Source: an optimization exercise on an open RTL-to-GDS flow (aim: small area). Production flows keep margins and buffers that such runs may drop. The RTL was checked by simulation tests, not by an equivalence proof against the original design. Power figures rest on the tool's default switching activity, not on a simulated workload.

==> job 8681: inputs <==
// edgetimer
module edgetimer #(
    parameter integer THRESH_DHT   = 40,
    parameter integer THRESH_IR    = 100,
    parameter integer T_START_LOW  = 200,
    parameter integer T_START_HIGH = 30
) (
    input  wire        clk,
    input  wire        rst,
    input  wire        cmd_valid,
    output wire        cmd_ready,
    input  wire [15:0] cmd,
    input  wire [7:0]  din_a,
    input  wire [7:0]  din_b,
    output reg         rsp_valid,
    output reg  [7:0]  rsp_data,
    output reg         rsp_flag,
    output reg  [1:0]  rsp_status,
    output reg         rsp_ill,
    input  wire        dht_in,
    output reg         dht_out,
    output reg         dht_oe,
    input  wire        ir_in
);
    reg  [7:0]  cnt;
    reg  [7:0]  limit;
    reg  [39:0] frame;
    reg  [5:0]  len;             
    reg  [5:0]  rem;             
    reg         busy;
    reg         meas;            
    reg         sel;             
    reg         lvl;             
    reg         ir_start;        
    reg         ir_offset;
    reg         ir_unread;
    reg         dht_valid;
    reg  [7:0]  dht_hum;
    reg  [7:0]  dht_temp;
    reg  [7:0]  ir_addr;
    reg  [7:0]  ir_cmd;
    wire [3:0] unit = cmd[15:12];
    wire [3:0] func = cmd[11:8];
    wire [7:0] imm  = cmd[7:0];
    wire imm_z  = (imm == 8'd0);
    wire imm_z6 = (imm[7:6] == 2'd0);
    wire c_cnt_reset = (unit == 4'd0) && (func == 4'd0) && imm_z;
    wire c_cnt_arm   = (unit == 4'd0) && (func == 4'd1) && imm_z;
    wire c_cnt_exp   = (unit == 4'd0) && (func == 4'd2) && imm_z;
    wire c_cnt_ticks = (unit == 4'd0) && (func == 4'd3) && imm_z;
    wire c_et_arm    = (unit == 4'd1) && (func == 4'd0) && imm_z;
  ...
==> flow/config.mk <==
export PLATFORM = sky130hd
export DESIGN_NAME = edgetimer
export DESIGN_NICKNAME = edgetimer
export VERILOG_FILES = /design/flow/design.v
export SDC_FILE = /design/flow/constraint.sdc
export NUM_CORES = 4
export LEC_CHECK = 0
export CAP_MARGIN = 20
export CORE_MARGIN = 2
export CORE_UTILIZATION = 40
export SLEW_MARGIN = 20
==> flow/constraint.sdc <==
create_clock -name core_clock -period 15.0 [get_ports {clk}]
set_input_delay 3.0000 -clock core_clock [delete_from_list [all_inputs] [get_ports {clk}]]
set_output_delay 3.0000 -clock core_clock [all_outputs]
set_load 0.01 [all_outputs]
standard.sh (not shown) runs the stock make flow with config.mk's settings and CLKGATE_MAP_FILE= SYNTH_SCRIPT=/design/flow/synth_recipe.tcl, a recipe that flattens the netlist after the stock synthesis.
==> flow/flow/run.sh <==
#!/bin/bash
# Own layout flow: the standard synthesis, then a stronger area-oriented ABC
# re-mapping of the combinational logic only (every register instance is kept
# as the standard synthesis made it), then the standard layout steps with
# small port buffers.
set -euo pipefail
HERE=$PWD
R=$HERE/orfs/results/sky130hd/edgetimer/base
export BUFFER_PORTS_ARGS="-buffer_cell sky130_fd_sc_hd__buf_1"

# 1. standard synthesis (the standard flow's own script)
bash standard.sh synth > $HERE/synth_std.log 2>&1
cp $R/1_2_yosys.v $HERE/std_synth.v

# 2. re-map the combinational logic
REMAP_IN=$HERE/std_synth.v REMAP_OUT=$HERE/remapped.v REMAP_ABC=$HERE/flow/deep.abc \
REMAP_DONTUSE=$HERE/flow/dont_use.txt \
  yosys -c $HERE/flow/remap.tcl > $HERE/remap.log 2>&1
cp $HERE/remapped.v $R/1_2_yosys.v
touch $R/1_2_yosys.v

# 3. the rest of the standard flow (1_synth.odb is rebuilt from the new netlist)
bash standard.sh finish > $HERE/layout.log 2>&1
Other scripts of this flow, unchanged in this note and not shown: flow/flow/deep.abc, flow/flow/dont_use.txt, flow/flow/remap.tcl
==> job 3095: changes against job 8681 <==
--- a/flow/design.v
+++ b/flow/design.v
@@ -25,19 +25,19 @@
     reg  [7:0]  limit;
     reg  [39:0] frame;
     reg  [5:0]  len;             
     reg  [5:0]  rem;             
     reg         busy;
     reg         meas;            
     reg         sel;             
-    reg         lvl;             
     reg         ir_start;        
     reg         ir_offset;
     reg         ir_unread;
     reg         dht_valid;
+    reg         dht_ck;          
     reg  [7:0]  dht_hum;
     reg  [7:0]  dht_temp;
     reg  [7:0]  ir_addr;
     reg  [7:0]  ir_cmd;
     wire [3:0] unit = cmd[15:12];
     wire [3:0] func = cmd[11:8];
     wire [7:0] imm  = cmd[7:0];
@@ -87,28 +87,33 @@
     wire [22:0] w16 = d[4] ? frame[38:16] : frame[22:0];
     wire [14:0] w8  = d[3] ? w16[22:8]   : w16[14:0];
     wire [10:0] w4  = d[2] ? w8[14:4]    : w8[10:0];
     wire [8:0]  w2  = d[1] ? w4[10:2]    : w4[8:0];
     wire [7:0]  w1  = d[0] ? w2[8:1]     : w2[7:0];
     wire [7:0]  win = d[5] ? frame[39:32] : w1;
     wire line     = sel ? ir_in : dht_in;
-    wire diff     = (line != lvl);
+    wire diff     = (line != dht_out);
     wire eng      = busy && !meas;                
     wire dstart   = eng && dht_oe;                
     wire em       = eng && !dht_oe;               
     wire mend     = em && !expired && diff;       
     wire ebit     = sel ? (cnt > THRESH_IR[7:0]) : (cnt > THRESH_DHT[7:0]);
     wire rem_one  = (rem == 6'd1);
-    wire hi_end   = mend && lvl;                  
+    wire hi_end   = mend && dht_out;          
     wire last     = hi_end && rem_one;
-    wire x_shift  = mend && !lvl && sel && ir_offset && (rem == 6'd8);
+    wire x_shift  = mend && !dht_out && sel && ir_offset && (rem == 6'd8);
     wire [7:0] v_hum  = frame[38:31];
     wire [7:0] v_temp = frame[22:15];
-    wire [7:0] v_par  = {frame[6:0], ebit};
-    wire       sumok  = ((v_hum + v_temp) == v_par);
+    wire       pn_lo  = !ebit;
+    wire       pn_hi  = !frame[0];
+    wire       c_lo   = (frame[31] & frame[15]) | (frame[31] & pn_lo) | (frame[15] & pn_lo);
+    wire       s_hi   = frame[32] ^ frame[16] ^ pn_hi;
+    wire       s_lo   = frame[31] ^ frame[15] ^ pn_lo;
+    wire       ck_bit = s_hi ^ c_lo;                
+    wire       sumok  = dht_ck && ck_bit && s_lo;   
     wire [7:0] v_addr = frame[30:23];
     wire [7:0] v_cmd  = {frame[14:8], frame[7] & !ir_offset};
     wire       addr_ff = &v_addr;
     wire meas_ret = busy && meas && (expired || diff);
     wire eng_ret  = em && (expired || last);
     wire lsel      = imm[1] ? ir_in : dht_in;
     wire meas_blk  = c_et_meas && !expired && (lsel == imm[0]);
@@ -127,37 +132,32 @@
                 rsp_status = addr_ff ? 2'd2 : (ir_unread ? 2'd3 : 2'd0);
         end
         rsp_ill = !busy && (!c_any ||
                             (c_fa_clear && !clear_ok) ||
                             (c_fa_push && !push_ok) ||
                             (c_fa_pack && !pack_ok) ||
                             (c_ir_wait && !ir_start));
-        rsp_data = 8'd0;
-        if (busy) begin
-            if (meas) rsp_data = cnt;
-        end else begin
-            if (c_cnt_ticks || c_et_count || c_et_meas) rsp_data = cnt;
-            if (c_cnt_exp)  rsp_data = {7'd0, expired};
-            if (c_classify) rsp_data = {7'd0, (din_a > din_b)};
-            if (c_fa_pack && pack_ok) rsp_data = win;
-            if (c_dht_temp && dht_valid) rsp_data = dht_temp;
-            if (c_dht_hum && dht_valid)  rsp_data = dht_hum;
-            if (c_ir_avail) rsp_data = {7'd0, ir_start};
-            if (c_ir_rcmd && ir_offset)  rsp_data = ir_cmd;
-            if (c_ir_raddr && ir_offset) rsp_data = ir_addr;
-        end
+        rsp_data = ({8{busy ? meas : (c_cnt_ticks || c_et_count || c_et_meas)}} & cnt)
+                 | ({8{!busy && c_fa_pack && pack_ok}} & win)
+                 | ({8{!busy && c_dht_temp && dht_valid}} & dht_temp)
+                 | ({8{!busy && c_dht_hum && dht_valid}} & dht_hum)
+                 | ({8{!busy && c_ir_rcmd && ir_offset}} & ir_cmd)
+                 | ({8{!busy && c_ir_raddr && ir_offset}} & ir_addr)
+                 | {7'd0, !busy && ((c_cnt_exp && expired) ||
+                                    (c_classify && (din_a > din_b)) ||
+                                    (c_ir_avail && ir_start))};
     end
     wire a_dht   = acc && c_dht_acq;
     wire a_ir    = acc && ir_go;
-    wire st_low  = dstart && !dht_out && expired;
-    wire st_high = dstart && dht_out && expired;
+    wire st_low  = dstart && !dht_out && (cnt == T_START_LOW[7:0]);
+    wire st_high = dstart && dht_out && (cnt == T_START_LOW[7:0] + T_START_HIGH[7:0]);
     wire restart = mend && !last;                 
     wire zero    = (acc && (c_cnt_reset || c_et_arm || c_dht_acq || ir_go)) ||
-                   st_low || st_high || restart;
-    wire set255  = (acc && (c_et_arm || ir_go)) || st_high || restart;
+                   st_high || restart;
+    wire set255  = acc && (c_et_arm || c_dht_acq || ir_go);   
     wire one     = !(acc && c_cnt_reset) || (limit != 8'd0);
     wire shift   = (acc && c_fa_push && push_ok) || hi_end || x_shift;
     wire sbit    = busy ? ebit : imm[0];
     always @(posedge clk) begin
         if (shift)
             frame <= {frame[38:0], sbit};
         if (acc && c_fa_clear && clear_ok)
@@ -167,31 +167,37 @@
         else if (a_ir)
             rem <= 6'd32;
         else if ((acc && c_fa_push && push_ok) || hi_end)
             rem <= rem - 6'd1;
         if (acc && c_et_meas) begin
             meas <= 1'b1;
             sel  <= imm[1];
-            lvl  <= imm[0];
         end else if (a_dht) begin
             meas <= 1'b0;
             sel  <= 1'b0;
         end else if (a_ir) begin
             meas <= 1'b0;
             sel  <= 1'b1;
-            lvl  <= ir_in;
-        end else if (st_high) begin
-            lvl  <= dht_in;
-        end else if (mend) begin
-            lvl  <= !lvl;
         end
         if (a_dht)
             dht_out <= 1'b0;
+        else if (acc && c_et_meas)
+            dht_out <= imm[0];
+        else if (a_ir)
+            dht_out <= ir_in;
         else if (st_low)
             dht_out <= 1'b1;
+        else if (st_high)
+            dht_out <= dht_in;
+        else if (mend)
+            dht_out <= !dht_out;
+        if (hi_end && rem == 6'd8)
+            dht_ck <= 1'b1;
+        else if (hi_end && !ck_bit)
+            dht_ck <= 1'b0;
         if (last && !sel && sumok) begin
             dht_hum  <= v_hum;
             dht_temp <= v_temp;
         end
         if (last && sel && !addr_ff && !ir_unread) begin
             ir_addr <= v_addr;
             ir_cmd  <= v_cmd;
@@ -209,18 +215,14 @@
         end else begin
             if (zero)
                 cnt <= {7'd0, one};
             else if (lt)
                 cnt <= inc;
             if (do_arm)
                 limit <= din_a;
-            else if (a_dht)
-                limit <= T_START_LOW[7:0];
-            else if (st_low)
-                limit <= T_START_HIGH[7:0];
             else if (set255)
                 limit <= 8'hFF;
             if (acc && c_fa_clear && clear_ok)
                 len <= fa_n;
             else if (a_dht || a_ir)
                 len <= 6'd0;
             if (acc && blocks)
==> flow/flow/run.sh (replaced) <==
#!/bin/bash
# Own layout flow: the standard synthesis, then a stronger area-oriented ABC
# re-mapping of the combinational logic only (every register instance is kept
# as the standard synthesis made it), then the standard layout steps with
# small port buffers, area recovery after placement and a clock tree of
# mid-size buffers.
set -euo pipefail
HERE=$PWD
R=$HERE/orfs/results/sky130hd/edgetimer/base
export BUFFER_PORTS_ARGS="-buffer_cell sky130_fd_sc_hd__buf_1"
export CTS_ARGS="-sink_clustering_enable -repair_clock_nets -buf_list sky130_fd_sc_hd__clkbuf_8 -dont_use_dummy_load"

# 1. standard synthesis (the standard flow's own script)
bash standard.sh synth > $HERE/synth_std.log 2>&1
cp $R/1_2_yosys.v $HERE/std_synth.v

# 2. re-map the combinational logic
REMAP_IN=$HERE/std_synth.v REMAP_OUT=$HERE/remapped.v REMAP_ABC=$HERE/flow/deep.abc \
REMAP_DONTUSE=$HERE/flow/dont_use.txt \
  yosys -c $HERE/flow/remap.tcl > $HERE/remap.log 2>&1
cp $HERE/remapped.v $R/1_2_yosys.v
touch $R/1_2_yosys.v

# 3. placement with the standard flow (1_synth.odb is rebuilt from the new
#    netlist), then area recovery on the placed design
bash standard.sh place > $HERE/place.log 2>&1
RESULTS=$R FLOW_HOME_V=$HERE/flow openroad -no_init -exit $HERE/flow/recover.tcl > $HERE/recover.log 2>&1
touch $R/3_place.odb

# 4. the rest of the standard flow
bash standard.sh finish > $HERE/layout.log 2>&1
==> flow/flow/recover.tcl (new file) <==
# Downsize cells off the critical paths (area recovery) on the placed
# design, then re-legalize. Reads and rewrites 3_place.odb.
set R $::env(RESULTS)
read_liberty $::env(FLOW_HOME)/platforms/sky130hd/lib/sky130_fd_sc_hd__tt_025C_1v80.lib
read_db $R/3_place.odb
read_sdc $R/3_place.sdc
source $::env(FLOW_HOME)/platforms/sky130hd/setRC.tcl
set fh [open $::env(FLOW_HOME_V)/dont_use.txt r]
set_dont_use [split [string trim [read $fh]]]
close $fh
estimate_parasitics -placement
report_check_types -max_slew -max_capacitance -violators
repair_timing -recover_power 100
detailed_placement
check_placement -verbose
estimate_parasitics -placement
report_check_types -max_slew -max_capacitance -violators
report_worst_slack
write_db $R/3_place.odb
CORE_UTILIZATION = 65   (was 40)
GPL_TIMING_DRIVEN = 0   (was unset)
==> results.txt <==
Result of the run: job 3095 complete, no violations; job 8681 complete, no violations
Critical Path AT: job 3095 7.55 ns; job 8681 8.10 ns
Proportion of total power due to net switching: job 3095 24.1%; job 8681 25.2%
Met2 layer usage reported by global route: job 3095 51.5%; job 8681 39.8%
Fraction of area in multi-input gates: job 3095 40.9%; job 8681 43.1%
Worst min-delay path endpoint: job 3095 frame[2]; job 8681 dht_valid
Initial core utilization: job 3095 66.7%; job 8681 41.1%
Clock-cell share of area: job 3095 2.07%; job 8681 4.03%
Number of cells on the critical path: job 3095 20; job 8681 19
Cell area power density: job 3095 86.7 mW/mm^2; job 8681 89.7 mW/mm^2
Layout overhead on the synthesized area: job 3095 9.13%; job 8681 12.7%
Wire length of the first global-routing pass: job 3095 22.7 mm; job 8681 30.9 mm
DR vias: job 3095 4,880; job 8681 5,542
Area of placed instances: job 3095 0.00587 sq mm; job 8681 0.00649 sq mm
Hold Path Cell Cnt: job 3095 0; job 8681 2
Net count reported at finish: job 3095 641; job 8681 743
Worst hold path startpoint: job 3095 frame[1]; job 8681 dht_valid
Largest stage delay on the critical path: job 3095 0.69 ns; job 8681 0.58 ns
Final Core Density: job 3095 72.8%; job 8681 46.3%
Post-route worst hold slack: job 3095 0.466 ns; job 8681 0.472 ns
Sequential share of cell area: job 3095 50.0%; job 8681 44.4%
Layout fillers: job 3095 614; job 8681 1,368
Mean number of vias per cell: job 3095 6.90; job 8681 6.19
Placed wire-length estimate after detailed placement: job 3095 11.0 mm; job 8681 15.0 mm
Place WS: job 3095 4.62 ns; job 8681 4.13 ns
Worst clock skew: job 3095 0.0451 ns; job 8681 0.0144 ns

[static timing again, ports no longer ideal]
Ports are ideal in the flow. The routed layouts listed here were re-timed in OpenROAD.
Step 1 (the two cells are an assumption about what drives the block):
set clk [get_ports {clk}]
set_driving_cell -lib_cell sky130_fd_sc_hd__clkbuf_16 $clk
set_driving_cell -lib_cell sky130_fd_sc_hd__buf_2 [delete_from_list [all_inputs] $clk]
Step 2 also shifts input and output timing later by t, the mid clock arrival at the registers, as if the neighbouring blocks saw the same clock.
a / b / c = ideal ports / drivers / drivers and shift; a / b = the first two.
run	shift t [ns]	setup WS [ns]	hold WS [ns]	worst setup path at the end
job 8681	0.396	3.903 / 3.882 / 3.882	0.472 / 0.472 / 0.472	input to output
job 3095	0.390	4.452 / 4.427 / 4.427	0.466 / 0.466 / 0.466	input to output
After both steps setup and hold are still met in every run listed. The setup slack of job 3095, which loses most, moves by -0.025 ns with the drivers and by -0.025 ns with both steps.
